Context: an optimization exercise on an open-source flow, tuned for small area, a short achievable clock period and few clock cycles. The choices shown serve that exercise and are no tape-out recipe. In this exercise RTL edits were held to simulation tests only and were not proved equivalent to the original. Power and IR drop assume default switching activity.

==> design/flow/design.v <==
module esbf (
    input  wire       clk,
    input  wire       rst,         
    input  wire       in_valid,
    output wire       in_ready,
    input  wire [7:0] in_data,
    input  wire       in_last,
    output wire       out_valid,
    input  wire       out_ready,
    output wire [7:0] out_data,
    output wire       out_last
);
    localparam RL = 37;                  
    localparam [3:0] O_ILL   = 4'd0;
    localparam [3:0] O_INIT  = 4'd1;
    localparam [3:0] O_LOAD  = 4'd2;
    localparam [3:0] O_UPDB  = 4'd3;
    localparam [3:0] O_UPDN  = 4'd4;
    localparam [3:0] O_CREAD = 4'd5;
    localparam [3:0] O_BUILD = 4'd6;
    localparam [3:0] O_CHECK = 4'd7;
    localparam [3:0] O_FREAD = 4'd8;
    localparam [3:0] O_INFO  = 4'd9;
    localparam [1:0] K_CRC   = 2'd1;
    localparam [1:0] K_FRAME = 2'd2;
    localparam [1:0] K_INFO  = 2'd3;
    localparam [3:0] R_ST    = 4'd15;    
    function [15:0] step1;
        input [15:0] c;
        begin
            step1 = {c[14:0], 1'b0} ^ (c[15] ? 16'h1021 : 16'h0000);
        end
    endfunction
    function [15:0] step8;
        input [15:0] c;
        integer i;
        reg [15:0] t;
        begin
            t = c;
            for (i = 0; i < 8; i = i + 1)
                t = {t[14:0], 1'b0} ^ (t[15] ? 16'h1021 : 16'h0000);
            step8 = t;
        end
    endfunction
    function [5:0] inc37;
        input [5:0] x;
        begin
            inc37 = (x == RL - 1) ? 6'd0 : x + 6'd1;
        end
    endfunction
    reg [15:0] crc_r;
    reg        held;                     
    reg [1:0]  fstat;
    reg [2:0]  alen_a;
    reg [5:0]  plen_a;
    reg        c2_a;                     
    reg [7:0]  chan_a;
    reg [15:0] cw;                       
    reg        pre;                      
    reg [15:0] ca;                       
    reg        pren;                     
    reg        cpend;                    
    reg [8*RL-1:0] ring;
    reg        ir;                       
    reg        ie;                       
    reg [2:0]  ac;                       
    reg [3:0]  opc;
    reg [7:0]  rem_a, rem_p;             
    reg        aok, pok, cok;
    reg        fdone;                    
    reg [1:0]  post;                     
    reg [5:0]  wq;                       
    reg        sv, sl;
    reg [7:0]  sd;
    reg        s_dat, s_first, s_lastd, s_rxh, s_rxl;
    reg [1:0]  s_tap;
    reg        tr;                       
    reg        mh, ml;                   
    reg        pend;                     
    reg        busy;                     
    reg [5:0]  p0;                       
    reg        ov, ol;
    reg [7:0]  od;
    reg [1:0]  rk;                       
    reg [3:0]  ri;                       
    reg [2:0]  rs;                       
    reg        pv;                       
    reg [1:0]  pk;                       
    reg [5:0]  pdc;                      
    reg        cdefer;                   
    reg [5:0]  dc;
    reg        rdp;                      
    reg [5:0]  rp;                       
    wire acc   = in_valid & ir;
    wire opB   = (opc == O_BUILD);
    wire opC   = (opc == O_CHECK);
    wire dsec  = (opB & (ac == 3'd7)) | (opC & (ac >= 3'd4));
    wire remnz = (rem_a != 8'd0) | (rem_p != 8'd0);
    wire okdat = aok & (pok | opC);
    wire dat   = dsec & remnz & okdat;
    wire first = dat & ~fdone;
    wire lastd = dat & (((rem_a == 8'd1) & (rem_p == 8'd0)) |
                        ((rem_a == 8'd0) & (rem_p == 8'd1)));
    wire rxh   = opC & (ac >= 3'd4) & ~remnz & (post == 2'd0);
    wire rxl   = opC & (ac >= 3'd4) & ~remnz & (post == 2'd1);
    wire [5:0] nB = {3'd0, alen_a} + plen_a;
    reg  [1:0] w0;
    always @(posedge clk)
        w0 <= opC ? ~alen_a[1:0] : ((nB == 6'd37) ? 2'd0 : (2'd0 - nB[1:0]));
    wire [5:0] wq1 = inc37(wq);
    wire       x0  = ~(dat & fdone) | (wq1[5:2] == 4'd0);
    reg [3:0] dec_op;
    always @(*) begin
        case (in_data)
            8'h01: dec_op = O_INIT;
            8'h02: dec_op = O_LOAD;
            8'h03: dec_op = O_UPDB;
            8'h04: dec_op = O_UPDN;
            8'h05: dec_op = O_CREAD;
            8'h10: dec_op = O_BUILD;
            8'h11: dec_op = O_CHECK;
            8'h12: dec_op = O_FREAD;
            8'h13: dec_op = O_INFO;
            default: dec_op = O_ILL;
        endcase
    end
    wire [15:0] cwf  = tr ? step1(ca) : ca;
    wire [15:0] ca_d = step8((s_first ? 16'hffff : ca) ^ {sd, 8'h00});
    wire        pre_fin = (sv & s_dat & s_first) ? sd[7] : pren;
    wire        ml_n = (sv & s_rxl) ? (sd == cwf[7:0]) : ml;
    wire        gidle = (ri == 4'd0);
    wire        crcmod = (opc == O_INIT) | (opc == O_LOAD) | (opc == O_UPDB) |
                         (opc == O_UPDN);
    wire        frmod  = (opc == O_BUILD) | ((opc == O_CHECK) & (ac >= 3'd3));
    wire        early  = ~gidle & ~pv & (ri != R_ST) &
                         ~(crcmod & (rk == K_CRC)) &
                         ~(frmod & (rk == K_INFO));
    wire        exe    = ((sv & sl) | pend) & ((gidle & ~pv) | early);
    wire        exe_d  = exe & gidle;
    wire        exe_q  = exe & ~gidle;
    wire        pstart = pv & (gidle | (free & (g_ri == 4'd0)));
    reg  [2:0] x_st;         
    reg  [1:0] x_kind;       
    always @(*) begin
        x_st   = 3'd0;
        x_kind = 2'd0;
        case (opc)
            O_INIT, O_CREAD:
                if (ac == 3'd1) x_kind = K_CRC; else x_st = 3'd4;
            O_LOAD, O_UPDN:
                if (ac == 3'd3) x_kind = K_CRC; else x_st = 3'd4;
            O_UPDB:
                if (ac == 3'd2) x_kind = K_CRC; else x_st = 3'd4;
            O_BUILD:
                if ((ac != 3'd7) | remnz) x_st = 3'd1;
                else if (~(aok & pok & cok)) x_st = 3'd2;
                else x_kind = K_FRAME;
            O_CHECK:
                if (ac < 3'd3) x_st = 3'd4;
                else if (post != 2'd2) x_st = 3'd1;
                else if (~(aok & cok)) x_st = 3'd2;
                else if (~(mh & ml_n)) x_st = 3'd3;
                else x_kind = K_FRAME;
            O_FREAD:
                if (ac == 3'd1) x_kind = held ? K_FRAME : 2'd0; else x_st = 3'd4;
            O_INFO:
                if (ac == 3'd1) x_kind = K_INFO; else x_st = 3'd4;
            default: x_st = 3'd4;
        endcase
    end
    wire        updf   = ((opc == O_UPDB) & (ac == 3'd2)) |
                         ((opc == O_UPDN) & (ac == 3'd3));
    wire        x_upd  = exe & updf;
    wire        e_on   = x_upd | busy;
    wire [15:0] e_c    = crc_r ^ {(x_upd ? rem_p : 8'd0), 8'd0};
    wire        e_ge8  = (rem_a[7:3] != 5'd0);
    wire        e_nz   = (rem_a != 8'd0);
    wire [15:0] e_r    = e_ge8 ? step8(e_c) : (e_nz ? step1(e_c) : e_c);
    wire [7:0]  e_left = e_ge8 ? rem_a - 8'd8 : (e_nz ? rem_a - 8'd1 : 8'd0);
    wire        busy_n = e_on & (rem_a != 8'd0) & (rem_a != 8'd1) & (rem_a != 8'd8);
    wire       free   = ~ov | out_ready;
    wire       algn   = (rp[1:0] == 2'd0);
    wire [7:0] tap    = ring[8*{rp[5:2], 2'b00} +: 8];
    reg  [7:0] info_b;
    always @(*) begin
        case (ri)
            4'd1: info_b = {6'd0, fstat};
            4'd2: info_b = held ? {5'd0, alen_a} : 8'd0;
            4'd3: info_b = held ? {2'd0, plen_a} : 8'd0;
            4'd4: info_b = held ? {6'd0, c2_a, ~c2_a} : 8'd0;
            4'd5: info_b = held ? chan_a : 8'd0;
            4'd6: info_b = held ? cw[15:8] : 8'd0;
            4'd7: info_b = held ? cw[7:0] : 8'd0;
            4'd9: info_b = held ? {2'd0, nB + 6'd3} : 8'd0;
            default: info_b = 8'd0;
        endcase
    end
    reg  [7:0] g_d;
    reg        g_v, g_l, g_ld;
    reg  [3:0] g_ri;
    always @(*) begin
        g_d = 8'd0; g_v = 1'b1; g_l = 1'b0; g_ld = 1'b0;
        g_ri = ri + 4'd1;
        if (ri == R_ST) begin
            g_d  = {5'd0, rs};
            g_l  = (rk == 2'd0);
            g_ri = 4'd1;
        end else case (rk)
            K_CRC: begin
                g_d = (ri == 4'd1) ? crc_r[15:8] : crc_r[7:0];
                g_v = ~busy;
                g_l = (ri == 4'd2);
                if (busy) g_ri = ri;
            end
            K_INFO: begin
                g_d = info_b;
                g_l = (ri == 4'd9);
            end
            default: begin  
                case (ri)
                    4'd1: g_d = pre ? 8'haa : 8'h55;
                    4'd2: begin
                        g_d  = tap;
                        g_v  = algn;
                        g_ld = algn;
                        g_ri = (algn && dc == 6'd1) ? 4'd3 : 4'd2;
                    end
                    4'd3: g_d = cw[15:8];
                    default: begin g_d = cw[7:0]; g_l = 1'b1; end
                endcase
            end
        endcase
        if (g_v & g_l) g_ri = 4'd0;
    end
    reg  [3:0] ri_n;
    reg  [1:0] rk_n;
    always @(*) begin
        ri_n = ri;
        rk_n = rk;
        if (exe_d) begin
            rk_n = x_kind;
            if (free) ri_n = (x_kind == 2'd0) ? 4'd0 : 4'd1;
            else      ri_n = R_ST;
        end else if (pstart) begin
            rk_n = pk;
            ri_n = R_ST;
        end else if (free & ~gidle)
            ri_n = g_ri;
    end
    wire       ie_set = (exe | busy) & ~busy_n;
    wire       ie_n   = (ie & ~(acc & in_last)) | ie_set;
    wire [2:0] ac_n   = exe ? 3'd0 : ((acc & (ac != 3'd7)) ? ac + 3'd1 : ac);
    wire       dsec_n = (opB & (ac_n == 3'd7)) | (opC & (ac_n >= 3'd4));
    reg        gsafe;
    always @(posedge clk)
        gsafe <= (ri == 4'd2) & (rp <= 6'd32) & ({1'b0, rp} >= {1'b0, dc} + 7'd2);
    wire       dsafe  = ~(pv & (pk == K_FRAME)) &
                        (gidle | (rk != K_FRAME) | (ri == 4'd3) | (ri == 4'd4) |
                         ((ri == 4'd2) & gsafe));
    wire       info_a = (~gidle & (rk == K_INFO)) | (pv & (pk == K_INFO));
    wire       ir_n   = ie_n & (acc | x0) & ~(dsec_n & ~dsafe) &
                        ~((ac_n != 3'd0) & info_a);
    wire [5:0] p0_n = (sv & s_dat & s_first) ? {4'd0, s_tap} : inc37(p0);
    always @(posedge clk) begin
        ring <= {ring[8*RL-9:0], ring[8*RL-1 -: 8]};
        if (sv & s_dat) begin
            case (s_tap)
                2'd0: ring[7:0]   <= sd;
                2'd1: ring[15:8]  <= sd;
                2'd2: ring[23:16] <= sd;
                2'd3: ring[31:24] <= sd;
            endcase
        end
        if (sv & s_dat)
            ca <= ca_d;
        else if (tr)
            ca <= step1(ca);
        if (sv & s_dat & s_first)
            pren <= sd[7];
        if (cpend & ~cdefer & ~tr & ~(sv & s_dat)) begin
            cw    <= ca;
            pre   <= pren;
            cpend <= 1'b0;
        end
        if (sv & s_rxh)
            mh <= (sd == cwf[15:8]);
        if (sv & s_rxl)
            ml <= (sd == cwf[7:0]);
        p0 <= p0_n;
        if (rdp)
            rp <= (free & g_ld) ? rp : inc37(rp);
        else
            rp <= p0_n;
        sd      <= in_data;
        sl      <= in_last;
        s_dat   <= dat;
        s_first <= first;
        s_lastd <= lastd;
        s_rxh   <= rxh;
        s_rxl   <= rxl;
        s_tap   <= first ? w0 : wq[1:0];
        wq <= (acc & dat) ? (first ? {4'd0, w0} : wq) : wq1;
        ac <= ac_n;
        if (acc) begin
            case (ac)
                3'd0: opc <= dec_op;
                3'd1: begin
                    rem_p <= in_data;
                    rem_a <= 8'd8;               
                    if (opB) chan_a <= in_data;
                end
                3'd2: begin
                    if (opC) begin
                        rem_a  <= 8'd11;
                        alen_a <= rem_p[2:0];
                        aok    <= (rem_p >= 8'd1) & (rem_p <= 8'd5);
                        cok    <= (in_data == 8'd1) | (in_data == 8'd2);
                        c2_a   <= (in_data == 8'd2);
                        plen_a <= 6'd11;
                        chan_a <= 8'd0;
                    end else begin
                        rem_a  <= in_data;
                        if (opB) begin
                            alen_a <= in_data[2:0];
                            aok    <= (in_data >= 8'd1) & (in_data <= 8'd5);
                        end
                    end
                end
                3'd3: if (opB) begin
                    rem_p  <= in_data;
                    plen_a <= in_data[5:0];
                    pok    <= (in_data <= 8'd32);
                end
                3'd6: if (opB) begin
                    cok  <= (in_data == 8'd1) | (in_data == 8'd2);
                    c2_a <= (in_data == 8'd2);
                end
                default: ;
            endcase
            if (dsec & remnz) begin
                if (rem_a != 8'd0) rem_a <= rem_a - 8'd1;
                else               rem_p <= rem_p - 8'd1;
            end
            if (dat) fdone <= 1'b1;
            if (opC & (ac >= 3'd4) & ~remnz & (post != 2'd2))
                post <= post + 2'd1;
        end
        if (e_on) begin
            crc_r <= e_r;
            rem_a <= e_left;
        end
        busy <= busy_n;
        sv   <= acc;
        tr   <= sv & s_dat & s_lastd;
        if (sv & sl & ~exe) pend <= 1'b1;
        if (exe) begin
            pend  <= 1'b0;
            fdone <= 1'b0;
            post  <= 2'd0;
            case (opc)
                O_INIT:  if (ac == 3'd1) crc_r <= 16'hffff;
                O_LOAD:  if (ac == 3'd3) crc_r <= {rem_p, rem_a};
                O_BUILD, O_CHECK: if ((opc == O_BUILD) | (ac >= 3'd3)) begin
                    fstat <= x_st[1:0];
                    held  <= (x_kind == K_FRAME);
                    if (x_kind == K_FRAME) begin
                        cpend  <= 1'b1;
                        cdefer <= exe_q & (rk == K_FRAME);
                        if (exe_d) pre <= pre_fin;
                    end
                end
                default: ;
            endcase
        end
        ri <= ri_n;
        rk <= rk_n;
        if (exe_q) begin
            rs  <= x_st;
            pk  <= x_kind;
            pv  <= 1'b1;
            pdc <= nB;
        end
        if (pstart) begin
            pv     <= 1'b0;
            cdefer <= 1'b0;
            dc     <= pdc;
            rdp    <= 1'b0;
        end
        if (exe_d) begin
            rs  <= x_st;
            dc  <= nB;
            rdp <= 1'b0;
            if (free) begin
                od <= {5'd0, x_st};
                ov <= 1'b1;
                ol <= (x_kind == 2'd0);
            end
        end else if (free) begin
            if (~gidle) begin
                ov <= g_v;
                if (g_v) begin
                    od <= g_d;
                    ol <= g_l;
                end
                if (g_ld) dc <= dc - 6'd1;
                if (rk == K_FRAME)
                    rdp <= (g_ri == 4'd2);
            end else
                ov <= 1'b0;
        end
        ie <= ie_n;
        ir <= ir_n;
        if (rst) begin
            crc_r <= 16'hffff;
            held  <= 1'b0;
            fstat <= 2'd0;
            ir    <= 1'b1;
            ie    <= 1'b1;
            ac    <= 3'd0;
            fdone <= 1'b0;
            post  <= 2'd0;
            sv    <= 1'b0;
            tr    <= 1'b0;
            pend  <= 1'b0;
            pv    <= 1'b0;
            cpend <= 1'b0;
            busy  <= 1'b0;
            ov    <= 1'b0;
            ol    <= 1'b0;
            ri    <= 4'd0;
            rdp   <= 1'b0;
        end
    end
    assign in_ready  = ir;
    assign out_valid = ov;
    assign out_data  = od;
    assign out_last  = ol;
endmodule
==> design/flow/flow/run.sh <==
#!/bin/bash
set -euo pipefail
bash standard.sh SETUP_SLACK_MARGIN=5.9 "BUFFER_PORTS_ARGS=-buffer_cell sky130_fd_sc_hd__buf_4" finish > standard.log 2>&1
==> design/flow/standard.sh <==
#!/bin/bash
# synth_recipe.tcl (not shown) runs the flow's synth.tcl, then flattens the netlist and writes it again
# the make line also repeats each setting of config.mk as NAME=value (left out here)
make -C /OpenROAD-flow-scripts/flow DESIGN_CONFIG=/design/flow/config.mk WORK_HOME=/design/flow/orfs CLKGATE_MAP_FILE= SYNTH_SCRIPT=/design/flow/synth_recipe.tcl "${@:-finish}"
==> design/flow/config.mk <==
export PLATFORM = sky130hd
export DESIGN_NAME = esbf
export DESIGN_NICKNAME = esbf
export VERILOG_FILES = /design/flow/design.v
export SDC_FILE = /design/flow/constraint.sdc
export NUM_CORES = 4
export LEC_CHECK = 0
export CAP_MARGIN = 20
export CORE_MARGIN = 2
export CORE_UTILIZATION = 50
export CTS_BUF_LIST = sky130_fd_sc_hd__clkbuf_8
export CTS_CLUSTER_DIAMETER = 50
export CTS_CLUSTER_SIZE = 18
export PLACE_DENSITY = 0.6
export SLEW_MARGIN = 20
==> design/flow/constraint.sdc <==
create_clock -name core_clock -period 9.0 [get_ports {clk}]
set_input_delay 1.8000 -clock core_clock [delete_from_list [all_inputs] [get_ports {clk}]]
set_output_delay 1.8000 -clock core_clock [all_outputs]
set_load 0.01 [all_outputs]
==> results.py, run 1 <==
metrics = {
    "floorplanning": {
        "die_w_um": 196.1,
        "start_util_pct": 50.63,
        "die_area_um2": 38450,
        "coreArea_um2": 36430,
        "io-pin-count": 24,
        "rows": 70,
        "die_h_um": 196.1,
    },
    "clock_tree": {
        "path_clk_slew_ns": 0.10,
        "cts-root-buf": "clkbuf_8",
        "clock_latency_ns": 0.66,
        "cts_num_sinks": 478,
        "numCtsBuffers": 43,
        "cts.path.max_buffers": 3,
        "h-tree-depth": 2,
        "cts_tree": "done",
        "ctsHoldBuffers": 0,
    },
    "hold_path": {
        "hold_path.class": "flip-flop to flip-flop",
        "min_from": "ring[62]",
    },
    "final_layout": {
        "final_common_cell": "dfxtp_1",
        "final_core_util_pct": 55.77,
        "area_growth_pct": 10.14,
        "final_cell_mix": "dfxtp_1, nor2_1, nand2_1",
        "nNetsFinal": 1758,
        "drive_gt1_share_pct": 15.62,
        "final_cells": 2198,
    },
    "critical_path": {
        "startpoint_type": "flip-flop",
        "crit_family": "flip-flops",
        "cp_slowest_cell": "edfxtp_1",
        "cp-startpoint": "od[5]",
        "endpoint": "out_data[5]",
        "worstPathArrival_ns": 1.25,
        "r2r_cells": 9,
        "reg2reg_slack_ns": 5.97,
        "worstReg2RegEnd": "ri[0]",
        "crit_fanout": 1,
        "critPathKind": "flip-flop to output pin",
        "rr_startpoint": "rem_a[5]",
        "worstPathRequired_ns": 7.20,
        "crit_chain": "buf_4",
        "slowest_delay_ns": 0.43,
        "critPathBufInv": 1,
        "worstSetupPathDepth": 1,
        "crit_path_end_kind": "output pin",
    },
    "grt": {
        "grt_overflow": 0,
        "grt_pass1_vias": 12440,
        "busiest_layer": "met2",
        "grt_util_met2_pct": 38.03,
        "grt_max_degree": 28,
        "grt_usage_pct": 24.36,
        "antenna_found_initial": 1,
        "use_met3_pct": 3.834,
        "grt_pass1_wl_mm": 72.64,
        "grt.met1_usage_pct": 34.21,
    },
    "place": {
        "place_congestion": 0.9429,
        "dp.cells": 2097,
        "hpwl_mm": 32.17,
        "port_buffers": 23,
        "place_ws_ns": 5.048,
    },
    "timing": {
        "fin_tns_setup_ns": 0,
        "fin_skew_ns": 0.04241,
        "worst_slew_pin_slew_ns": 0.9606,
        "slew_viol_final": 0,
        "worst_slack_ns": 5.954,
        "slew_headroom_pct": 35.61,
        "rsz0062_at_grt": "false",
        "holdWs_ns": 0.3231,
        "max_freq_ghz": 0.3283,
        "setup_viol_count_final": 0,
        "hold_violations": 0,
        "period_share_pct": 33.85,
        "finalCriticalPeriod_ns": 3.046,
    },
    "power": {
        "swShare_pct": 30.20,
        "p_comb_share_pct": 16.9,
        "switchingPower_mw": 1.367,
        "power_frac_seq_pct": 53.9,
        "clock_power_share_pct": 29.2,
        "power.density_nw_per_um2": 222.8,
        "p_leak_nw": 7.676,
        "ir_drop_v": 0.0001353,
        "p_int_mw": 3.159,
    },
    "synthesis": {
        "yosysSeqAreaShare_pct": 56.81,
        "synth_cell_types": 81,
        "synth_area_um2": 18450,
        "dominantRegCellSynth": "dfxtp_1",
        "ys_ff_latch": 478,
        "syn_inst": 1686,
        "synth_edf_count": 91,
        "syn_nets": 1740,
        "async_flop_share_pct": 0,
        "syn_area_per_cell_um2": 10.94,
        "ys.warnings.count": 1,
    },
    "drt": {
        "via_per_inst": 5.832,
        "num_vias": 12820,
        "drc_errors": 0,
        "drtIter0Drc": 1083,
        "ant_nets": 0,
        "dr.pass1.iters": 8,
        "wl_per_cell_um": 21.22,
        "wl_mm": 46.64,
    },
    "status": {
        "status": "timing/DRC/antenna clean",
    },
    "run": {
        "maxCapViolations": 0,
    },
}
## kinds of logic after synthesis
group                    count (synthesis)  share of synthesized area, %
multiplexers                            97                         6.660
buffers and inverters                  132                         2.815
adder cells (fa/ha/maj)                 41                         2.821
AND/OR/NAND/NOR                        462                         12.05
AO/OA/AOI/OAI                          354                         12.89
flip-flops                             478                         56.81
XOR/XNOR                               122                         5.955
## through the flow
step	instance area (um2)	power, mW
2_1_floorplan	18460	2.931
4_1_cts	20050	4.509
3_5_place_dp	18980	3.169
3_3_place_gp	18980	3.158
5_1_grt	20320	4.742
6_report	20320	4.526
## worst min path at each step
stage | to | slack, ns | cells past startpoint
floorplan | ring[100] | 0.31 | 0
global placement | ring[183] | 0.31 | 0
detailed placement | ring[123] | 0.31 | 0
CTS | ring[34] | 0.32 | 0
global route | ring[37] | 0.32 | 0
finish | ring[70] | 0.32 | 0
## layer usage
layer,up-vias,part of all wire (%)
li1,6071,-
met1,6155,46
met2,479,45
met3,114,6.2
met4,0,3.3
met5,-,0
## flip-flops by register name, summed over array words and instances, names as in the netlist, 16 cells and up
register and count:
crc_r 16, ca 16, ring 296, cw 16
## power groups by stage
stage / Combinational [mW] / Clock [mW] / Sequential (mW)
3_3_place_gp: 0.677 / 0 / 2.48
6_report: 0.765 / 1.32 / 2.44
4_1_cts: 0.709 / 1.37 / 2.43
5_1_grt: 0.845 / 1.45 / 2.45
2_1_floorplan: 0.527 / 0 / 2.40
3_5_place_dp: 0.684 / 0 / 2.49
## Yosys cell counts (all sizes together) (15+ instances only)
cell	count	area, um2
mux2	46	518.0
xnor2	69	634.4
clkbuf	78	292.8
mux4	16	360.4
a21oi	75	375.4
mux2i	35	350.3
nor3	37	185.2
inv	34	127.6
nand3	29	145.1
ha	40	500.5
nor2	139	526.8
xor2	53	464.2
dfxtp	387	7747
and2	20	125.1
nand2	132	495.5
nand2b	15	93.84
buf	20	98.84
o21ai	78	390.4
a22oi	23	172.7
edfxtp	91	2733
o22ai	19	118.9
## final cells by class
type / instances / area [um2]
fillers: 3164 / 16120
flip-flops and latches: 478 / 10490
multi-input cells: 1077 / 7656
clock buffers: 44 / 605.6
well taps: 468 / 585.6
repair buffers: 70 / 561.8
clock inverters: 26 / 287.8
inverters: 34 / 131.4
diodes: 1 / 2.502
## timing repair
item / 4_1_cts / 5_1_grt
endpoints found under the setup margin: 66 / 71
hold endpoints to repair: 0 / 0
pin swaps: 5 / 4
cloned: 0 / 1
buffers inserted: 12 / 17
resized for setup: 22 / 32
Testbench counts, summed over its fixed seeds: cycles 20,585.
==> inputs of run 2 (changes only) <==
==> design/flow/flow/run.sh (replaced) <==
#!/bin/bash
set -euo pipefail
bash standard.sh SETUP_SLACK_MARGIN=6.1 "BUFFER_PORTS_ARGS=-buffer_cell sky130_fd_sc_hd__buf_4" finish > standard.log 2>&1
==> run 2 against run 1 <==
Effect of this change: via count is 1.4% higher; largest cell class unchanged; non-clock buffer count is 29 higher; critical path type unchanged; sequential cell count stayed put; sequential power about the same; power is 2.9% higher; setup slack improved by 0.016 ns; largest power group unchanged; critical endpoint is now out_data[6]; clock-buffer cell count rose by 2; clock skew fell by 0.0029 ns; still clean; die area unchanged.
==> results.py, run 2 <==
metrics = {
    "synthesis": {
        "syn_area_per_cell_um2": 10.94,
        "yosysSeqAreaShare_pct": 56.81,
        "syn_inst": 1686,
        "dominantRegCellSynth": "dfxtp_1",
        "synth_top_area_share_pct": 42.00,
        "synth.cells.most_frequent": "dfxtp_1, nor2_1, nand2_1",
        "ys.warnings.count": 1,
        "synth.area.top_cells": "dfxtp_1, edfxtp_1, xnor2_1",
        "yosysTopAreaCell": "dfxtp_1",
        "synth_area_um2": 18450,
        "async_flop_share_pct": 0,
        "yosysMostFrequentCell": "dfxtp_1",
        "synth_edf_count": 91,
        "ys_ff_latch": 478,
        "synth_cell_types": 81,
        "syn_nets": 1740,
    },
    "critical_path": {
        "crit_fanout": 1,
        "reg2reg_slack_ns": 6.18,
        "cp_slowest_cell": "edfxtp_1",
        "rr_startpoint": "opc[3]",
        "startpoint_type": "flip-flop",
        "crit_path_end_kind": "output pin",
        "worstPathArrival_ns": 1.23,
        "worstPathRequired_ns": 7.20,
        "crit_chain": "buf_6",
        "r2r_cells": 10,
        "worstSetupPathDepth": 1,
        "worstReg2RegEnd": "crc_r[8]",
        "slowest_delay_ns": 0.44,
        "critPathKind": "flip-flop to output pin",
        "crit_family": "flip-flops",
        "critPathBufInv": 1,
    },
    "floorplanning": {
        "die_h_um": 196.1,
        "rows": 70,
        "die_w_um": 196.1,
        "io-pin-count": 24,
        "die_area_um2": 38450,
        "coreArea_um2": 36430,
        "start_util_pct": 50.63,
    },
    "grt": {
        "grt_usage_pct": 24.71,
        "antenna_found_initial": 0,
        "grt_max_degree": 28,
        "grt_pass1_wl_mm": 73.10,
        "grt_overflow": 0,
        "grt_pass1_vias": 12160,
    },
    "timing": {
        "max_freq_ghz": 0.3301,
        "fin_tns_setup_ns": 0,
        "slew_headroom_pct": 38.29,
        "holdWs_ns": 0.3161,
        "hold_violations": 0,
        "period_share_pct": 33.66,
        "setup_viol_count_final": 0,
        "finalCriticalPeriod_ns": 3.030,
        "worst_slew_pin_slew_ns": 0.9207,
        "rsz0062_at_grt": "true",
        "slew_viol_final": 0,
        "fin_skew_ns": 0.03949,
    },
    "clock_tree": {
        "h-tree-depth": 2,
        "cts_num_sinks": 478,
        "path_clk_slew_ns": 0.12,
        "cts_tree": "done",
        "clock_latency_ns": 0.66,
        "ctsHoldBuffers": 0,
        "cts-root-buf": "clkbuf_8",
        "cts.path.max_buffers": 3,
        "numCtsBuffers": 43,
    },
    "drt": {
        "wl_mm": 47.15,
        "wl_per_cell_um": 21.17,
        "wl_met2_mm": 20.19,
        "wl_met3_mm": 3.338,
        "drt-met1-wl_mm": 22.29,
        "drc_errors": 0,
        "num_vias": 12990,
        "ant_nets": 0,
        "highest-signal-layer": "met4",
        "via_per_inst": 5.834,
        "dr.pass1.iters": 5,
        "drtIter0Drc": 1231,
    },
    "run": {
        "maxCapViolations": 0,
    },
    "final_layout": {
        "final_cell_mix": "dfxtp_1, nor2_1, nand2_1",
        "final_common_cell": "dfxtp_1",
        "largest_register": "ring",
        "nNetsFinal": 1786,
        "drive_gt1_share_pct": 18.77,
        "area_growth_pct": 12.91,
        "largest_reg_flops": 296,
    },
    "hold_path": {
        "hold_path.class": "flip-flop to flip-flop",
        "min_from": "ring[91]",
        "hold_path_end": "ring[99]",
        "hold-path-cell-count": 0,
    },
    "power": {
        "power.density_nw_per_um2": 223.7,
        "ir_drop_v": 0.0001447,
        "p_leak_nw": 7.905,
    },
    "place": {
        "hpwl_mm": 32.61,
        "place_congestion": 0.9310,
        "port_buffers": 23,
    },
    "status": {
        "status": "timing/DRC/antenna clean",
    },
}
==> run 2: cell counts after synthesis <==
No cell type changed its count.
==> run 2: logic make-up (layout without fill, tap and decap cells) <==
| group | count (synthesis) | after routing | synth area share, % |
|---|---|---|---|
| fa+ha+maj | 41 | 41 | 2.821 |
| simple gates | 462 | 462 | 12.05 |
| mux | 97 | 97 | 6.660 |
| xor+xnor | 122 | 122 | 5.955 |
| flops | 478 | 478 | 56.81 |
| buf+inv | 132 | 204 | 2.815 |
| compound gates | 354 | 354 | 12.89 |
| other cells | 0 | 1 | 0 |
==> run 2: worst max-delay path by stage <==
stage          slack, ns           to       from
6_report            5.97  out_data[6]      od[6]
5_1_grt             5.92  out_data[6]      od[6]
4_1_cts             5.92  out_data[4]      od[4]
3_5_place_dp        5.07     crc_r[8]      ac[0]
3_3_place_gp        5.14     crc_r[8]      ac[0]
2_1_floorplan       5.99        dc[4]  out_ready
==> run 2: repair_timing <==
item                       4_1_cts  5_1_grt
cloned                           1        0
setup endpoints to repair      116       66
buffers inserted                31       26
pin swaps                        6        5
resized for setup               54       45
==> run 2: area by class of cell <==
| type | instances | area [um2] |
|---|---|---|
| fill | 3084 | 15610 |
| sequential | 478 | 10490 |
| multi-input combinational | 1076 | 7833 |
| timing repair buffer | 99 | 838.3 |
| clock buffer | 46 | 633.1 |
| tap | 468 | 585.6 |
| clock inverter | 25 | 312.8 |
| inverter | 34 | 131.4 |
| antenna | 1 | 2.502 |
==> run 2: per-layer routing <==
metal	GRT usage (%)	vias up
met3	4.349	81
met1	36.68	6279
met2	36.47	517
met4	8.193	0
met5	0	-
li1	-	6116
==> run 2: where the power goes <==
group          switching [mW]  internal (mW)  leakage, nW  total (mW)
Clock                   0.796          0.600        0.490        1.40
Combinational           0.459          0.370         3.45       0.829
Sequential              0.141           2.29         3.97        2.43
==> run 2: through the flow <==
| stage | area [um2] | total power, mW | setup WS, ns | util (%) | instances |
|---|---|---|---|---|---|
| after floorplan | 18520 | 2.937 | 5.989 | - | 1686 |
| after global placement | 19020 | 3.174 | 5.135 | 52.20 | 2097 |
| after detailed placement | 19030 | 3.182 | 5.070 | 52.22 | 2097 |
| after CTS | 20470 | 4.625 | 5.923 | 56.18 | 2200 |
| after global routing | 20830 | 4.863 | 5.923 | 57.16 | 2226 |
| final | 20830 | 4.659 | 5.970 | 57.17 | 2227 |
==> inputs of run 3 (changes only) <==
==> design/flow/config.mk (replaced) <==
export PLATFORM = sky130hd
export DESIGN_NAME = esbf
export DESIGN_NICKNAME = esbf
export VERILOG_FILES = /design/flow/design.v
export SDC_FILE = /design/flow/constraint.sdc
export NUM_CORES = 4
export LEC_CHECK = 0
export CAP_MARGIN = 20
export CORE_MARGIN = 2
export CORE_UTILIZATION = 75
export CTS_BUF_LIST = sky130_fd_sc_hd__clkbuf_16
export CTS_CLUSTER_DIAMETER = 80
export CTS_CLUSTER_SIZE = 30
export PLACE_DENSITY = 0.83
export SLEW_MARGIN = 20
==> run 3 against run 2 <==
Effect of this change: clock power fell by 22%; final cell count fell by 7.4%; sequential cell count did not move; still clean; clock skew fell by 0.016 ns; combinational power rose by 5.2%; first-iteration DRC count rose by 73%; power fell by 5.6%; critical path depth did not move; fmax rose by 2.1%.
==> results.py, run 3 <==
metrics = {
    "timing": {
        "finalCriticalPeriod_ns": 2.968,
        "rsz0062_at_grt": "true",
        "fin_tns_setup_ns": 0,
        "hold_violations": 0,
        "fin_skew_ns": 0.02343,
        "slew_headroom_pct": 30.57,
        "setup_viol_count_final": 0,
        "period_share_pct": 32.97,
        "slew_viol_final": 0,
        "holdWs_ns": 0.3284,
        "max_freq_ghz": 0.3370,
        "worst_slew_pin_slew_ns": 1.036,
    },
    "place": {
        "dp.cells": 1948,
        "place_congestion": 0.9962,
        "hpwl_mm": 33.30,
        "port_buffers": 23,
    },
    "grt": {
        "grt_usage_pct": 37.97,
        "grt_pass1_vias": 13280,
        "grt_max_degree": 32,
        "busiest_layer": "met2",
        "grt_util_met2_pct": 62.19,
        "grt_overflow": 0,
        "grt.met1_usage_pct": 50.78,
        "grt_pass1_wl_mm": 76.05,
        "use_met3_pct": 6.431,
        "antenna_found_initial": 0,
    },
    "synthesis": {
        "dominantRegCellSynth": "dfxtp_1",
        "syn_nets": 1740,
        "yosysSeqAreaShare_pct": 56.81,
        "yosysTopAreaCell": "dfxtp_1",
        "syn_area_per_cell_um2": 10.94,
        "synth_edf_count": 91,
        "synth_cell_types": 81,
        "yosysMostFrequentCell": "dfxtp_1",
        "ys.warnings.count": 1,
        "synth.area.top_cells": "dfxtp_1, edfxtp_1, xnor2_1",
        "ys_ff_latch": 478,
        "synth_area_um2": 18450,
        "syn_inst": 1686,
        "synth.cells.most_frequent": "dfxtp_1, nor2_1, nand2_1",
        "synth_top_area_share_pct": 42.00,
        "async_flop_share_pct": 0,
    },
    "clock_tree": {
        "clock_latency_ns": 0.57,
        "h-tree-depth": 1,
        "numCtsBuffers": 20,
        "cts_tree": "done",
        "cts-root-buf": "clkbuf_16",
        "cts.path.max_buffers": 3,
        "cts_num_sinks": 478,
        "path_clk_slew_ns": 0.12,
        "ctsHoldBuffers": 0,
    },
    "final_layout": {
        "nNetsFinal": 1784,
        "final_core_util_pct": 84.34,
        "area_growth_pct": 10.87,
        "drive_gt1_share_pct": 17.43,
        "final_cell_mix": "dfxtp_1, nor2_1, nand2_1",
        "diodes": 0,
        "largest_register": "ring",
        "final_common_cell": "dfxtp_1",
        "largest_reg_flops": 296,
        "final_cells": 2062,
    },
    "power": {
        "clock_power_share_pct": 24.8,
        "p_int_mw": 3.098,
        "ir_drop_v": 0.0001905,
        "p_comb_share_pct": 19.8,
        "p_leak_nw": 7.834,
        "power.density_nw_per_um2": 215.1,
        "swShare_pct": 29.58,
        "switchingPower_mw": 1.301,
        "power_frac_seq_pct": 55.4,
    },
    "critical_path": {
        "critPathKind": "flip-flop to output pin",
        "cp_slowest_cell": "edfxtp_1",
        "critPathBufInv": 1,
        "worstPathRequired_ns": 7.20,
        "crit_fanout": 1,
        "startpoint_type": "flip-flop",
        "crit_path_end_kind": "output pin",
        "crit_chain": "buf_6",
        "rr_startpoint": "rem_a[4]",
        "slowest_delay_ns": 0.45,
        "crit_family": "flip-flops",
        "cp-startpoint": "od[5]",
        "worstPathArrival_ns": 1.17,
    },
    "run": {
        "maxCapViolations": 0,
    },
    "drt": {
        "dr.pass1.iters": 7,
        "drc_errors": 0,
        "wl_per_cell_um": 24.77,
        "wl_mm": 51.07,
        "via_per_inst": 6.820,
        "ant_nets": 0,
        "drtIter0Drc": 2125,
        "num_vias": 14060,
    },
    "hold_path": {
        "hold_path.class": "flip-flop to flip-flop",
        "min_from": "ring[278]",
    },
    "floorplanning": {
        "coreArea_um2": 24250,
        "die_area_um2": 25870,
        "rows": 57,
        "start_util_pct": 76.08,
        "die_w_um": 160.8,
        "die_h_um": 160.8,
        "io-pin-count": 24,
    },
    "status": {
        "status": "timing/DRC/antenna clean",
    },
}
run 3: changes by cell type in the layout (fill, tap and decap cells not counted), moves of 5 or more:
cell	before	now
buf_6	16	9
clkinv_8	5	0
dfxtp_2	10	5
buf_4	80	106
clkbuf_16	0	21
clkbuf_8	46	0
run 3: final cells by class:
cell class	instances	area, um2
multi-input combinational	1076	7823
inverter	34	131.4
sequential	478	10500
timing repair buffer	120	1007
tap	324	405.4
fill	1265	3796
clock inverter	10	87.58
clock buffer	20	500.5
run 3: cells by family after synthesis:
logic type | count (synthesis) | share of synthesized area (%)
adders and majority gates | 41 | 2.821
muxes | 97 | 6.660
AOI/OAI and AO/OA | 354 | 12.89
DFF | 478 | 56.81
xor gates and xnor gates | 122 | 5.955
and+or+nand+nor | 462 | 12.05
buffers and inverters | 132 | 2.815
run 3: what timing repair did:
item	4_1_cts	5_1_grt
setup endpoints to repair	115	72
gates cloned	1	1
gates resized for setup	49	44
setup buffers	21	61
pin swaps	5	11
run 3: routing by layer:
metal  wire [um]  share of wire, %
met1       18960                37
met2       23640                46
met3        5688                11
met4        2774               5.4
met5           0                 0
run 3: final timing paths:
check | slack, ns | cells past startpoint | to
min reg2reg | 0.33 | 0 | ring[286]
max | 6.03 | 1 | out_data[5]
max reg2reg | 6.05 | 8 | ri[0]
min | 0.33 | 0 | ring[286]
run 3: through the flow:
step | total power, mW | area, um2 | setup slack [ns]
after floorplan | 2.937 | 18520 | 5.989
after CTS | 4.260 | 19790 | 6.047
final | 4.399 | 20450 | 6.032
after global placement | 3.134 | 18810 | 5.227
after detailed placement | 3.170 | 18810 | 5.217
after global routing | 4.521 | 20450 | 6.003
run 3: power groups by stage:
stage / Combinational [mW] / Clock, mW / Sequential, mW
6_report: 0.872 / 1.09 / 2.44
4_1_cts: 0.746 / 1.08 / 2.43
3_3_place_gp: 0.652 / 0 / 2.48
2_1_floorplan: 0.532 / 0 / 2.40
3_5_place_dp: 0.681 / 0 / 2.49
5_1_grt: 0.925 / 1.15 / 2.45
==> inputs of run 4 (changes only) <==
--- a/design/flow/config.mk
+++ b/design/flow/config.mk
@@ -7,9 +7,9 @@
 export LEC_CHECK = 0
 export CAP_MARGIN = 20
 export CORE_MARGIN = 2
-export CORE_UTILIZATION = 75
+export CORE_UTILIZATION = 82
 export CTS_BUF_LIST = sky130_fd_sc_hd__clkbuf_16
 export CTS_CLUSTER_DIAMETER = 80
 export CTS_CLUSTER_SIZE = 30
-export PLACE_DENSITY = 0.83
+export PLACE_DENSITY = 0.8999999999999999
 export SLEW_MARGIN = 20
==> run 4 against run 3 <==
Effect of this change: the flow now stops in global routing; synthesized cell count stayed put; area after synthesis is the same.
==> results.py, run 4 <==
metrics = {
    "clock_tree": {
        "cts-root-buf": "clkbuf_16",
        "cts.path.max_buffers": 3,
        "ctsHoldBuffers": 0,
        "numCtsBuffers": 20,
        "h-tree-depth": 1,
        "cts_num_sinks": 478,
    },
    "synthesis": {
        "syn_inst": 1686,
        "syn_nets": 1740,
        "dominantRegCellSynth": "dfxtp_1",
        "async_flop_share_pct": 0,
        "synth_area_um2": 18450,
        "yosysMostFrequentCell": "dfxtp_1",
        "ys_ff_latch": 478,
        "syn_area_per_cell_um2": 10.94,
        "yosysTopAreaCell": "dfxtp_1",
        "yosysSeqAreaShare_pct": 56.81,
        "synth_top_area_share_pct": 42.00,
        "ys.warnings.count": 1,
        "synth.area.top_cells": "dfxtp_1, edfxtp_1, xnor2_1",
        "synth_cell_types": 81,
        "synth_edf_count": 91,
        "synth.cells.most_frequent": "dfxtp_1, nor2_1, nand2_1",
    },
    "floorplanning": {
        "die_h_um": 154.0,
        "rows": 54,
        "start_util_pct": 84.01,
        "io-pin-count": 24,
        "die_w_um": 154.0,
    },
    "status": {
        "status": "did not finish",
        "stop_error": "[ERROR GRT-0232] Routing congestion too high. Check the congestion heatmap in the GUI.",
        "haltStage": "global routing",
    },
    "place": {
        "dp.cells": 1906,
        "postPlaceCellArea_um2": 18760,
        "place_congestion": 1.019,
        "hpwl_mm": 37.63,
        "port_buffers": 23,
        "place_ws_ns": 5.108,
    },
    "grt": {
        "grt_usage_pct": 79.43,
        "grt_overflow": 216,
        "grt_max_degree": 32,
    },
    "timing": {
        "worst_endpoint": "rem_a[3]$_DFFE_PP_/D",
        "endpoint_type": "sequential cell input",
    },
}
run 4: cell counts after synthesis:
No cell type changed its count.
run 4: cell families after synthesis:
group / count (synthesis) / synth area share (%)
simple gates: 462 / 12.05
fa+ha+maj: 41 / 2.821
buf+inv: 132 / 2.815
xor+xnor: 122 / 5.955
mux: 97 / 6.660
flops: 478 / 56.81
compound gates: 354 / 12.89
run 4: timing repair:
action / CTS
pin swaps: 6
setup endpoints to repair: 119
setup buffers: 38
gates resized for setup: 69
cloned: 2
run 4: through the flow:
step                      power [mW]  hold WS [ns]
after floorplan                2.937        0.3096
after CTS                      4.320        0.3330
after detailed placement       3.182        0.3121
after global placement         3.126        0.3099
run 4: power by group through the flow:
stage	Combinational (mW)	Sequential [mW]	Clock, mW
floorplan	0.532	2.40	0
global placement	0.651	2.47	0
detailed placement	0.697	2.49	0
CTS	0.797	2.43	1.09
run 4: how the worst max path moves through the flow:
stage	cells past startpoint	startpoint	to	slack, ns
2_1_floorplan	8	out_ready	dc[4]	5.99
3_3_place_gp	10	ac[0]	crc_r[14]	5.28
3_5_place_dp	10	ac[0]	crc_r[8]	5.11
4_1_cts	1	od[1]	out_data[1]	6.09
run 4: per-layer routing:
layer  GRT usage [%]  GRT overflow
met1           79.62             2
met2           94.38           110
met3           64.71             2
met4           81.44           102
met5           31.26             0
==> inputs of run 5 (changes only) <==
--- a/design/flow/config.mk
+++ b/design/flow/config.mk
@@ -7,9 +7,9 @@
 export LEC_CHECK = 0
 export CAP_MARGIN = 20
 export CORE_MARGIN = 2
-export CORE_UTILIZATION = 82
+export CORE_UTILIZATION = 60
 export CTS_BUF_LIST = sky130_fd_sc_hd__clkbuf_16
 export CTS_CLUSTER_DIAMETER = 80
 export CTS_CLUSTER_SIZE = 30
-export PLACE_DENSITY = 0.8999999999999999
+export PLACE_DENSITY = 0.7
 export SLEW_MARGIN = 20
==> run 5 against run 4 <==
Effect of this change: the run now finishes clean; area after synthesis unchanged; synthesized cell count unchanged.
==> results.py, run 5 <==
metrics = {
    "synthesis": {
        "ys_ff_latch": 478,
        "dominantRegCellSynth": "dfxtp_1",
        "synth_top_family_by_area": "compound AO/OA/AOI/OAI gates",
        "synth_cell_types": 81,
        "syn_inst": 1686,
        "synthSimpleGateAreaFrac_pct": 12.05,
        "synth_area_um2": 18450,
        "synth_top_area_share_pct": 42.00,
        "yosysSeqAreaShare_pct": 56.81,
        "synth_mux_area_share_pct": 6.660,
        "syn_area_per_cell_um2": 10.94,
        "synth.area.top_cells": "dfxtp_1, edfxtp_1, xnor2_1",
        "async_flop_share_pct": 0,
        "yosysTopAreaCell": "dfxtp_1",
        "yosysMostFrequentCell": "dfxtp_1",
        "syn_nets": 1740,
        "synth_edf_count": 91,
        "synth_xor_area_share_pct": 5.955,
        "synth_compound_gate_area_share_pct": 12.89,
        "ys.warnings.count": 1,
        "synth.cells.most_frequent": "dfxtp_1, nor2_1, nand2_1",
        "synthAdderAreaFrac_pct": 2.821,
    },
    "floorplanning": {
        "die_h_um": 179.3,
        "rows": 64,
        "io-pin-count": 24,
        "coreArea_um2": 30430,
        "die_w_um": 179.3,
        "die_area_um2": 32160,
        "start_util_pct": 60.63,
    },
    "run": {
        "maxCapViolations": 0,
    },
    "critical_path": {
        "critPathBufInv": 1,
        "worstPathRequired_ns": 7.20,
        "crit_chain": "buf_6",
        "startpoint_type": "flip-flop",
        "slowest_delay_ns": 0.43,
        "worstPathArrival_ns": 1.15,
        "crit_family": "flip-flops",
        "crit_fanout": 1,
        "critPathKind": "flip-flop to output pin",
        "crit_path_end_kind": "output pin",
        "cp_slowest_cell": "edfxtp_1",
        "reg2reg_slack_ns": 6.18,
    },
    "final_layout": {
        "nNetsFinal": 1756,
        "drive_gt1_share_pct": 16.88,
        "diodes": 0,
        "largest_reg_flops": 296,
        "regArea_um2": 10500,
        "area_growth_pct": 11.18,
        "final_cell_mix": "dfxtp_1, nand2_1, nor2_1",
        "final_common_cell": "dfxtp_1",
        "multi_input_area_um2": 7879,
        "largest_register": "ring",
        "n_fill_cell": 2350,
    },
    "power": {
        "clock_power_share_pct": 27.5,
        "p_leak_nw": 7.748,
        "ir_drop_v": 0.0001729,
        "p_comb_share_pct": 18.2,
        "swShare_pct": 29.60,
        "switchingPower_mw": 1.328,
        "p_int_mw": 3.158,
        "power_frac_seq_pct": 54.2,
        "power.density_nw_per_um2": 218.7,
    },
    "drt": {
        "num_vias": 13030,
        "drc_errors": 0,
        "wl_per_cell_um": 22.18,
        "dr.pass1.iters": 5,
        "via_per_inst": 6.181,
        "wl_mm": 46.75,
        "drtIter0Drc": 1260,
        "ant_nets": 0,
    },
    "timing": {
        "rsz0062_at_grt": "true",
        "period_share_pct": 32.74,
        "worst_slew_pin_slew_ns": 0.9988,
        "fin_tns_setup_ns": 0,
        "max_freq_ghz": 0.3394,
        "fin_skew_ns": 0.02712,
        "worst_slack_ns": 6.053,
        "hold_violations": 0,
        "slew_headroom_pct": 33.05,
        "setup_viol_count_final": 0,
        "finalCriticalPeriod_ns": 2.947,
        "slew_viol_final": 0,
    },
    "status": {
        "status": "timing/DRC/antenna clean",
    },
    "clock_tree": {
        "cts-root-buf": "clkbuf_16",
        "clock_latency_ns": 0.59,
        "cts_tree": "done",
        "cts.path.max_buffers": 3,
        "path_clk_slew_ns": 0.11,
        "ctsHoldBuffers": 0,
        "h-tree-depth": 1,
        "numCtsBuffers": 23,
        "cts_num_sinks": 478,
    },
    "place": {
        "hpwl_mm": 31.77,
        "place_congestion": 0.9432,
        "place_ws_ns": 5.030,
        "port_buffers": 23,
    },
    "grt": {
        "grt_overflow": 0,
        "grt_pass1_wl_mm": 71.70,
        "grt_max_degree": 32,
        "antenna_found_initial": 1,
        "grt_pass1_vias": 12230,
        "grt_usage_pct": 28.87,
    },
    "hold_path": {
        "hold_path.class": "flip-flop to flip-flop",
    },
}
==> run 5: cell type report <==
cell class / instances / share of cell area [%]
repair buffers: 89 / 3.672
flip-flops and latches: 478 / 51.19
inverters: 34 / 0.6405
clock buffers: 23 / 2.806
multi-input cells: 1076 / 38.41
clock inverters: 12 / 0.8662
well taps: 396 / 2.416
==> run 5: path summary, 6_finish.rpt <==
| path | from | to | cells past startpoint |
|---|---|---|---|
| min | ring[62] | ring[70] | 0 |
| min reg2reg | ring[62] | ring[70] | 0 |
| max reg2reg | alen_a[0] | od[1] | 8 |
| max | od[3] | out_data[3] | 1 |
==> run 5: metrics by stage <==
step	cells	hold WS, ns	util, %	power, mW	instance area, um2
2_1_floorplan	1686	0.3096	-	2.937	18520
3_3_place_gp	2022	0.3096	62.14	3.158	18910
4_1_cts	2081	0.3223	65.97	4.446	20070
6_report	2108	0.3202	67.41	4.485	20510
5_1_grt	2108	0.3343	67.41	4.667	20510
3_5_place_dp	2022	0.3121	62.14	3.176	18910
==> run 5: logic make-up after synthesis <==
logic type | after synthesis
flip-flops | 478
AND/OR/NAND/NOR | 462
AO/OA/AOI/OAI | 354
buffers and inverters | 132
XOR/XNOR | 122
multiplexers | 97
adder cells (fa/ha/maj) | 41
==> run 5: timing repair <==
action,CTS,global route
buffers inserted,23,27
gates cloned,1,0
resized for setup,48,59
setup endpoints to repair,106,81
pin swaps,6,9
==> run 5: per-layer routing <==
layer	routed length, um	vias up	track usage [%]
li1	-	6037	-
met1	21080	6361	42.03
met2	21010	537	45.19
met3	3346	92	4.325
met4	1300	2	7.796
met5	13	-	0
==> run 5: power groups by stage <==
stage	sequential [mW]	clock, mW	combinational [mW]
after floorplan	2.40	0	0.532
after global placement	2.48	0	0.683
after detailed placement	2.48	0	0.692
after CTS	2.43	1.25	0.767
after global routing	2.44	1.33	0.897
final	2.43	1.24	0.818
==> inputs of run 6 (changes only) <==
--- a/design/flow/config.mk
+++ b/design/flow/config.mk
@@ -7,9 +7,9 @@
 export LEC_CHECK = 0
 export CAP_MARGIN = 20
 export CORE_MARGIN = 2
-export CORE_UTILIZATION = 60
+export CORE_UTILIZATION = 70
 export CTS_BUF_LIST = sky130_fd_sc_hd__clkbuf_16
 export CTS_CLUSTER_DIAMETER = 80
 export CTS_CLUSTER_SIZE = 30
-export PLACE_DENSITY = 0.7
+export PLACE_DENSITY = 0.78
 export SLEW_MARGIN = 20
==> run 6 against run 5 <==
Effect of this change: worst hold slack better by 0.0067 ns; setup slack better by 0.022 ns; non-clock buffer count is 19 higher; sequential share of layout area up 0.085 points; die area decreased by 14%; sequential cell count unchanged; critical path depth increased by 6; clock skew is 0.0078 ns lower; clock-buffer cell count is 2 lower; critical endpoint is now wq[1]; highest routed layer is now met4.
==> results.py, run 6 <==
metrics = {
    "status": {
        "status": "timing/DRC/antenna clean",
    },
    "final_layout": {
        "final_common_cell": "dfxtp_1",
        "largest_register": "ring",
        "drive_gt1_share_pct": 17.47,
        "nNetsFinal": 1774,
        "diodes": 0,
        "final_cells": 2064,
        "area_growth_pct": 11.01,
        "final_cell_mix": "dfxtp_1, nand2_1, nor2_1",
        "final_core_util_pct": 78.81,
        "largest_reg_flops": 296,
    },
    "timing": {
        "period_share_pct": 32.49,
        "fin_skew_ns": 0.01929,
        "worst_slew_pin_slew_ns": 0.9345,
        "hold_violations": 0,
        "setup_viol_count_final": 0,
        "slew_headroom_pct": 37.36,
        "holdWs_ns": 0.3269,
        "max_freq_ghz": 0.3420,
        "finalCriticalPeriod_ns": 2.924,
        "slew_viol_final": 0,
        "rsz0062_at_grt": "true",
        "fin_tns_setup_ns": 0,
    },
    "drt": {
        "via_per_inst": 6.575,
        "num_vias": 13570,
        "ant_nets": 0,
        "wl_per_cell_um": 23.55,
        "drtIter0Drc": 1766,
        "drc_errors": 0,
        "dr.pass1.iters": 7,
        "wl_mm": 48.62,
    },
    "synthesis": {
        "synth_area_um2": 18450,
        "syn_nets": 1740,
        "yosysMostFrequentCell": "dfxtp_1",
        "dominantRegCellSynth": "dfxtp_1",
        "ys.warnings.count": 1,
        "syn_inst": 1686,
        "synth_edf_count": 91,
        "synth.cells.most_frequent": "dfxtp_1, nor2_1, nand2_1",
        "yosysSeqAreaShare_pct": 56.81,
        "synth_cell_types": 81,
        "syn_area_per_cell_um2": 10.94,
        "async_flop_share_pct": 0,
        "yosysTopAreaCell": "dfxtp_1",
        "synth_top_area_share_pct": 42.00,
        "synth.area.top_cells": "dfxtp_1, edfxtp_1, xnor2_1",
        "ys_ff_latch": 478,
    },
    "critical_path": {
        "critPathKind": "flip-flop to flip-flop",
        "crit_chain": "buf_4 > or4_4 > nor4_4 > nor2_1 > o211ai_1 > nor2_4 > nand2_1",
        "critPathBufInv": 1,
        "cp_slowest_cell": "or4_4",
        "crit_path_end_kind": "flip-flop",
        "worstPathArrival_ns": 3.15,
        "crit_family": "simple AND/OR/NAND/NOR gates",
        "slowest_delay_ns": 0.59,
        "worstPathRequired_ns": 9.23,
        "startpoint_type": "flip-flop",
        "crit_fanout": 6,
    },
    "clock_tree": {
        "numCtsBuffers": 21,
        "cts_num_sinks": 478,
        "path_clk_slew_ns": 0.11,
        "h-tree-depth": 1,
        "cts.path.max_buffers": 3,
        "clock_latency_ns": 0.55,
        "cts-root-buf": "clkbuf_16",
        "cts_tree": "done",
    },
    "place": {
        "hpwl_mm": 32.59,
        "dp.cells": 1962,
        "port_buffers": 23,
        "place_congestion": 0.9626,
    },
    "grt": {
        "grt_pass1_wl_mm": 73.25,
        "grt_pass1_vias": 12820,
        "grt_overflow": 0,
        "antenna_found_initial": 0,
        "grt_max_degree": 32,
        "grt_usage_pct": 33.70,
    },
    "floorplanning": {
        "die_h_um": 166.3,
        "rows": 59,
        "die_w_um": 166.3,
        "coreArea_um2": 25980,
        "start_util_pct": 70.99,
        "io-pin-count": 24,
        "die_area_um2": 27670,
    },
    "power": {
        "ir_drop_v": 0.0002767,
        "p_leak_nw": 7.823,
        "power.density_nw_per_um2": 214.6,
        "power_mw": 4.394,
    },
    "hold_path": {
        "hold_path.class": "flip-flop to flip-flop",
    },
    "run": {
        "maxCapViolations": 0,
    },
}
## run 6: power by group
group	switching (mW)	internal (mW)	total (mW)
clock	0.660	0.446	1.11
combinational	0.476	0.382	0.859
sequential	0.136	2.29	2.43
## run 6: path summary, 6_finish.rpt
check / slack [ns] / from / to / depth (start not counted)
max: 6.08 / rem_a[4] / wq[1] / 7
min: 0.33 / ring[84] / ring[92] / 0
min reg2reg: 0.33 / ring[84] / ring[92] / 0
max reg2reg: 6.08 / rem_a[4] / wq[1] / 7
## run 6: repair_timing
item                                    4_1_cts  5_1_grt
gates cloned                                  2        0
gates resized for setup                      51       55
hold buffers                                  0        0
pin swaps                                     5       14
setup buffers                                29       39
endpoints found under the setup margin      121       85
## run 6: cell families after synthesis
group           after synthesis  share of synthesized area [%]
fa+ha+maj                    41                          2.821
xor+xnor                    122                          5.955
compound gates              354                          12.89
simple gates                462                          12.05
mux                          97                          6.660
buf+inv                     132                          2.815
flops                       478                          56.81
## run 6: through the flow
step / area (um2) / worst slack (ns)
after global routing: 20480 / 6.051
after floorplan: 18520 / 5.989
after detailed placement: 18840 / 5.147
after global placement: 18840 / 5.289
final: 20480 / 6.076
after CTS: 19940 / 6.077
## run 6: cell type report
class	count	area [um2]
clock buffer	21	525.5
clock inverter	11	96.34
fill	1569	5505
inverter	34	131.4
multi-input combinational	1077	7898
sequential	478	10500
tap	335	419.2
timing repair buffer	108	909.6
## run 6: layer usage
layer	vias to the layer above	wire, um	global-route usage [%]
met1	6464	19460	45.78
met4	0	1996	11.73
met5	-	0	0
li1	6084	-	-
met3	196	4302	5.267
met2	826	22860	55.60
==> inputs of run 7 (changes only) <==
--- a/design/flow/config.mk
+++ b/design/flow/config.mk
@@ -7,9 +7,9 @@
 export LEC_CHECK = 0
 export CAP_MARGIN = 20
 export CORE_MARGIN = 2
-export CORE_UTILIZATION = 70
+export CORE_UTILIZATION = 50
 export CTS_BUF_LIST = sky130_fd_sc_hd__clkbuf_16
 export CTS_CLUSTER_DIAMETER = 80
 export CTS_CLUSTER_SIZE = 30
-export PLACE_DENSITY = 0.78
+export PLACE_DENSITY = 0.6
 export SLEW_MARGIN = 20
==> run 7 against run 6 <==
Effect of this change: still clean on timing, DRC and antenna; setup slack lost 0.031 ns; combinational power shrank 3.0%; power grew 4.5%; die area grew 39%; sequential share of layout area shrank 0.86 points; first-iteration DRC count shrank 37%; design area grew 1.6%; utilization shrank 22 points; fmax shrank 1.0%; clock-buffer cell count grew 4; largest power group unchanged; highest routed layer unchanged.
==> results.py, run 7 <==
metrics = {
    "grt": {
        "grt_pass1_wl_mm": 72.73,
        "grt_max_degree": 31,
        "antenna_found_initial": 0,
        "grt_pass1_vias": 11990,
        "grt_overflow": 0,
        "grt_usage_pct": 24.33,
    },
    "clock_tree": {
        "cts_num_sinks": 478,
        "cts_tree": "done",
        "cts.path.max_buffers": 3,
        "clock_latency_ns": 0.58,
        "cts-root-buf": "clkbuf_16",
        "numCtsBuffers": 25,
        "path_clk_slew_ns": 0.10,
        "ctsHoldBuffers": 0,
        "h-tree-depth": 1,
    },
    "final_layout": {
        "final_core_util_pct": 57.13,
        "drive_gt1_share_pct": 17.88,
        "final_cells": 2203,
        "nNetsFinal": 1774,
        "area_growth_pct": 12.83,
        "final_cell_mix": "dfxtp_1, nor2_1, nand2_1",
        "postLayoutCellArea_um2": 20820,
        "largest_reg_flops": 296,
        "largest_register": "ring",
        "final_common_cell": "dfxtp_1",
    },
    "timing": {
        "rsz0062_at_grt": "true",
        "max_freq_ghz": 0.3384,
        "slew_viol_final": 0,
        "setup_viol_count_final": 0,
        "fin_tns_setup_ns": 0,
        "holdWs_ns": 0.3188,
        "period_share_pct": 32.83,
        "hold_violations": 0,
        "slew_headroom_pct": 42.03,
        "worst_slack_ns": 6.045,
        "worst_slew_pin_slew_ns": 0.8649,
        "finalCriticalPeriod_ns": 2.955,
        "fin_skew_ns": 0.02724,
    },
    "drt": {
        "wl_per_cell_um": 21.40,
        "via_per_inst": 5.898,
        "drtIter0Drc": 1110,
        "wl_mm": 47.15,
        "ant_nets": 0,
        "drc_errors": 0,
        "dr.pass1.iters": 6,
        "num_vias": 12990,
    },
    "place": {
        "postPlaceCellArea_um2": 19030,
        "port_buffers": 23,
        "place_congestion": 0.9310,
        "dp.cells": 2097,
        "hpwl_mm": 32.61,
        "place_ws_ns": 5.070,
    },
    "synthesis": {
        "syn_area_per_cell_um2": 10.94,
        "synth_top_family_by_area": "compound AO/OA/AOI/OAI gates",
        "yosysSeqAreaShare_pct": 56.81,
        "synth_cell_types": 81,
        "yosysTopAreaCell": "dfxtp_1",
        "synth_area_um2": 18450,
        "dominantRegCellSynth": "dfxtp_1",
        "synthSimpleGateAreaFrac_pct": 12.05,
        "synth_xor_area_share_pct": 5.955,
        "synth_edf_count": 91,
        "yosysMostFrequentCell": "dfxtp_1",
        "synthAdderAreaFrac_pct": 2.821,
        "ys.warnings.count": 1,
        "synth_top_area_share_pct": 42.00,
        "syn_nets": 1740,
        "syn_inst": 1686,
        "ys_ff_latch": 478,
        "synth.cells.most_frequent": "dfxtp_1, nor2_1, nand2_1",
        "async_flop_share_pct": 0,
        "synth.area.top_cells": "dfxtp_1, edfxtp_1, xnor2_1",
        "synth_mux_area_share_pct": 6.660,
        "synth_compound_gate_area_share_pct": 12.89,
    },
    "critical_path": {
        "worstPathArrival_ns": 1.16,
        "critPathKind": "flip-flop to output pin",
        "startpoint_type": "flip-flop",
        "worstPathRequired_ns": 7.20,
        "critPathBufInv": 1,
        "crit_chain": "buf_6",
        "cp_slowest_cell": "edfxtp_1",
        "crit_path_end_kind": "output pin",
        "crit_family": "flip-flops",
        "slowest_delay_ns": 0.44,
        "crit_fanout": 1,
    },
    "power": {
        "power.density_nw_per_um2": 220.6,
        "p_leak_nw": 7.884,
        "power_mw": 4.592,
        "ir_drop_v": 0.0001474,
    },
    "status": {
        "status": "timing/DRC/antenna clean",
    },
    "floorplanning": {
        "start_util_pct": 50.63,
        "die_w_um": 196.1,
        "coreArea_um2": 36430,
        "rows": 70,
        "io-pin-count": 24,
        "die_area_um2": 38450,
        "die_h_um": 196.1,
    },
    "hold_path": {
        "hold_path.class": "flip-flop to flip-flop",
    },
    "run": {
        "maxCapViolations": 0,
    },
}
run 7: cell families (layout without fill, tap and decap cells):
logic type | after synthesis | count (layout)
XOR/XNOR | 122 | 122
flip-flops | 478 | 478
adder cells (fa/ha/maj) | 41 | 41
other | 0 | 1
AO/OA/AOI/OAI | 354 | 355
multiplexers | 97 | 97
buffers and inverters | 132 | 178
AND/OR/NAND/NOR | 462 | 463
run 7: final cells by class:
type	instances	area [um2]
Clock buffer	25	625.6
Fill cell	3098	15620
Clock inverter	16	242.7
Multi-Input combinational cell	1078	7885
Antenna cell	1	2.502
Timing Repair Buffer	103	849.6
Inverter	34	131.4
Sequential cell	478	10490
Tap cell	468	585.6
run 7: report_power, final:
group          leakage (nW)  internal, mW  switching, mW
logic                  3.50         0.366          0.467
registers              3.97          2.29          0.137
clock network         0.416         0.560          0.769
run 7: timing repair:
| item | in CTS | in global routing |
|---|---|---|
| hold endpoints to repair | 0 | 0 |
| setup endpoints to repair | 110 | 65 |
| gates cloned | 3 | 0 |
| setup buffers | 34 | 27 |
| pin swaps | 10 | 7 |
| resized for setup | 53 | 44 |
run 7: path summary, 6_finish.rpt:
check	startpoint	end	slack, ns	cells after the start
worst max register to register	rem_a[0]	rem_a[7]	6.11	10
worst min register to register	ring[244]	ring[252]	0.32	0
worst min-delay path	ring[244]	ring[252]	0.32	0
worst max-delay path	od[6]	out_data[6]	6.04	1
run 7: layer usage:
layer | part of all wire, % | global-route usage, %
met2 | 43 | 36.27
met5 | 0 | 0
met4 | 3.1 | 7.071
met1 | 47 | 36.85
met3 | 7.4 | 3.266
==> inputs of run 8 (changes only) <==
==> design/flow/flow/run.sh (replaced) <==
#!/bin/bash
set -euo pipefail
bash standard.sh SETUP_SLACK_MARGIN=6.2 "BUFFER_PORTS_ARGS=-buffer_cell sky130_fd_sc_hd__buf_4" finish > standard.log 2>&1
==> run 8 against run 7 <==
Effect of this change: register-to-register slack better by 0.11 ns; sequential cell count unchanged; utilization up 0.85 points; clock skew down 0.0048 ns; clock power down 5%; routed wire length up 3.3%; via count up 1.6%; critical path depth unchanged; fmax up 0.12%.
==> results.py, run 8 <==
metrics = {
    "critical_path": {
        "r2r_cells": 12,
        "rr_startpoint": "ri[0]",
        "reg2reg_slack_ns": 6.22,
        "worstReg2RegEnd": "crc_r[13]",
        "slowest_delay_ns": 0.43,
        "crit_path_end_kind": "output pin",
        "critPathKind": "flip-flop to output pin",
        "crit_fanout": 1,
        "crit_family": "flip-flops",
        "critPathBufInv": 1,
        "worstSetupPathDepth": 1,
        "startpoint_type": "flip-flop",
        "worstPathRequired_ns": 7.20,
        "worstPathArrival_ns": 1.15,
    },
    "timing": {
        "holdWs_ns": 0.3192,
        "max_freq_ghz": 0.3388,
        "slew_viol_final": 0,
        "fin_tns_setup_ns": 0,
        "finalCriticalPeriod_ns": 2.951,
        "setup_viol_count_final": 0,
        "fin_skew_ns": 0.02245,
        "period_share_pct": 32.79,
        "worst_slew_pin_slew_ns": 0.8611,
        "rsz0062_at_grt": "true",
        "slew_headroom_pct": 42.28,
    },
    "clock_tree": {
        "numCtsBuffers": 24,
        "cts.path.max_buffers": 3,
        "cts_num_sinks": 478,
        "clock_latency_ns": 0.59,
        "h-tree-depth": 1,
        "ctsHoldBuffers": 0,
        "cts-root-buf": "clkbuf_16",
    },
    "final_layout": {
        "largest_register": "ring",
        "final_cell_mix": "dfxtp_1, nor2_1, nand2_1",
        "drive_gt1_share_pct": 20.09,
        "final_cells": 2230,
        "postLayoutCellArea_um2": 21130,
    },
    "place": {
        "place_congestion": 0.9363,
        "postPlaceCellArea_um2": 19020,
    },
    "floorplanning": {
        "die_w_um": 196.1,
        "die_area_um2": 38450,
        "io-pin-count": 24,
        "start_util_pct": 50.63,
        "rows": 70,
        "die_h_um": 196.1,
    },
    "synthesis": {
        "async_flop_share_pct": 0,
        "ys_ff_latch": 478,
        "synth_xor_area_share_pct": 5.955,
        "syn_nets": 1740,
        "synthAdderAreaFrac_pct": 2.821,
        "synth_cell_types": 81,
        "synth_top_area_share_pct": 42.00,
        "ys.warnings.count": 1,
        "syn_area_per_cell_um2": 10.94,
        "synth_mux_area_share_pct": 6.660,
        "syn_inst": 1686,
        "synth.cells.most_frequent": "dfxtp_1, nor2_1, nand2_1",
        "synth.area.top_cells": "dfxtp_1, edfxtp_1, xnor2_1",
        "yosysMostFrequentCell": "dfxtp_1",
    },
    "drt": {
        "num_vias": 13200,
        "via_per_inst": 5.919,
        "wl_per_cell_um": 21.83,
        "drc_errors": 0,
        "wl_mm": 48.69,
    },
    "hold_path": {
        "hold_path.class": "flip-flop to flip-flop",
        "hold-path-cell-count": 0,
    },
    "power": {
        "power.density_nw_per_um2": 216.2,
    },
    "status": {
        "status": "timing/DRC/antenna clean",
    },
    "run": {
        "maxCapViolations": 0,
    },
    "grt": {
        "grt_max_degree": 32,
        "grt_usage_pct": 24.82,
    },
}
[run 8: cell families (layout without fill, tap and decap cells)]
| logic type | count (synthesis) | count (layout) |
|---|---|---|
| flip-flops | 478 | 478 |
| AND/OR/NAND/NOR | 462 | 462 |
| AO/OA/AOI/OAI | 354 | 354 |
| buffers and inverters | 132 | 208 |
| XOR/XNOR | 122 | 122 |
| multiplexers | 97 | 97 |
| adder cells (fa/ha/maj) | 41 | 41 |
[run 8: cell type report]
type	count	area (um2)
fillers	3066	15310
inverters	34	136.4
multi-input cells	1076	7940
flip-flops and latches	478	10510
repair buffers	136	1166
clock buffers	24	600.6
clock inverters	14	186.4
well taps	468	585.6
[run 8: worst max-delay path by stage]
stage                          from           to
after floorplan           out_ready        dc[4]
after global placement        ac[0]     crc_r[8]
after detailed placement      ac[0]     crc_r[6]
after CTS                     od[1]  out_data[1]
after global routing          od[1]  out_data[1]
final                         od[1]  out_data[1]
[run 8: metrics by stage]
step	power (mW)	setup WS, ns	utilization [%]
floorplan	2.943	5.989	-
global placement	3.176	5.146	52.21
detailed placement	3.183	5.112	52.21
CTS	4.509	6.004	56.16
global route	4.768	6.010	57.98
finish	4.567	6.049	57.98
[run 8: what timing repair did]
item | CTS | global route
cloned | 1 | 1
gates resized for setup | 65 | 71
pin swaps | 12 | 24
setup buffers | 45 | 50
endpoints found under the setup margin | 116 | 66
[run 8: layer usage]
layer | GRT usage (%) | up-vias | share of wire, %
met1 | 37.07 | 6390 | 47
met2 | 38.07 | 566 | 43
met4 | 6.678 | 0 | 3.3
met3 | 3.146 | 103 | 6.9
met5 | 0 | - | 0
li1 | - | 6140 | -
[run 8: worst reg2reg max path: stages, from the launching register on]
cell	delay, ns
dfxtp_4	0.39
inv_4	0.08
ha_4	0.14
or3b_4	0.43
and4_4	0.20
nor4_4	0.26
buf_4	0.18
clkbuf_16	0.14
nand2_2	0.06
xnor2_2	0.26
xnor2_1	0.15
o211ai_1	0.09
a221o_1	0.30
[run 8: where the power goes]
group,leakage (nW),total (mW),switching [mW],internal (mW)
logic,3.72,0.871,0.477,0.394
clock network,0.389,1.27,0.740,0.526
registers,3.97,2.43,0.136,2.29
total,8.08,4.57,1.35,3.21

Re-timed with assumed drivers on the ports (clkbuf_16 on the clock, buf_2 on other inputs), run 8 has 5.994 ns of setup slack against 6.049 ns with ideal ports, and 5.671 ns once port delays also move by the mid clock arrival of 0.633 ns.
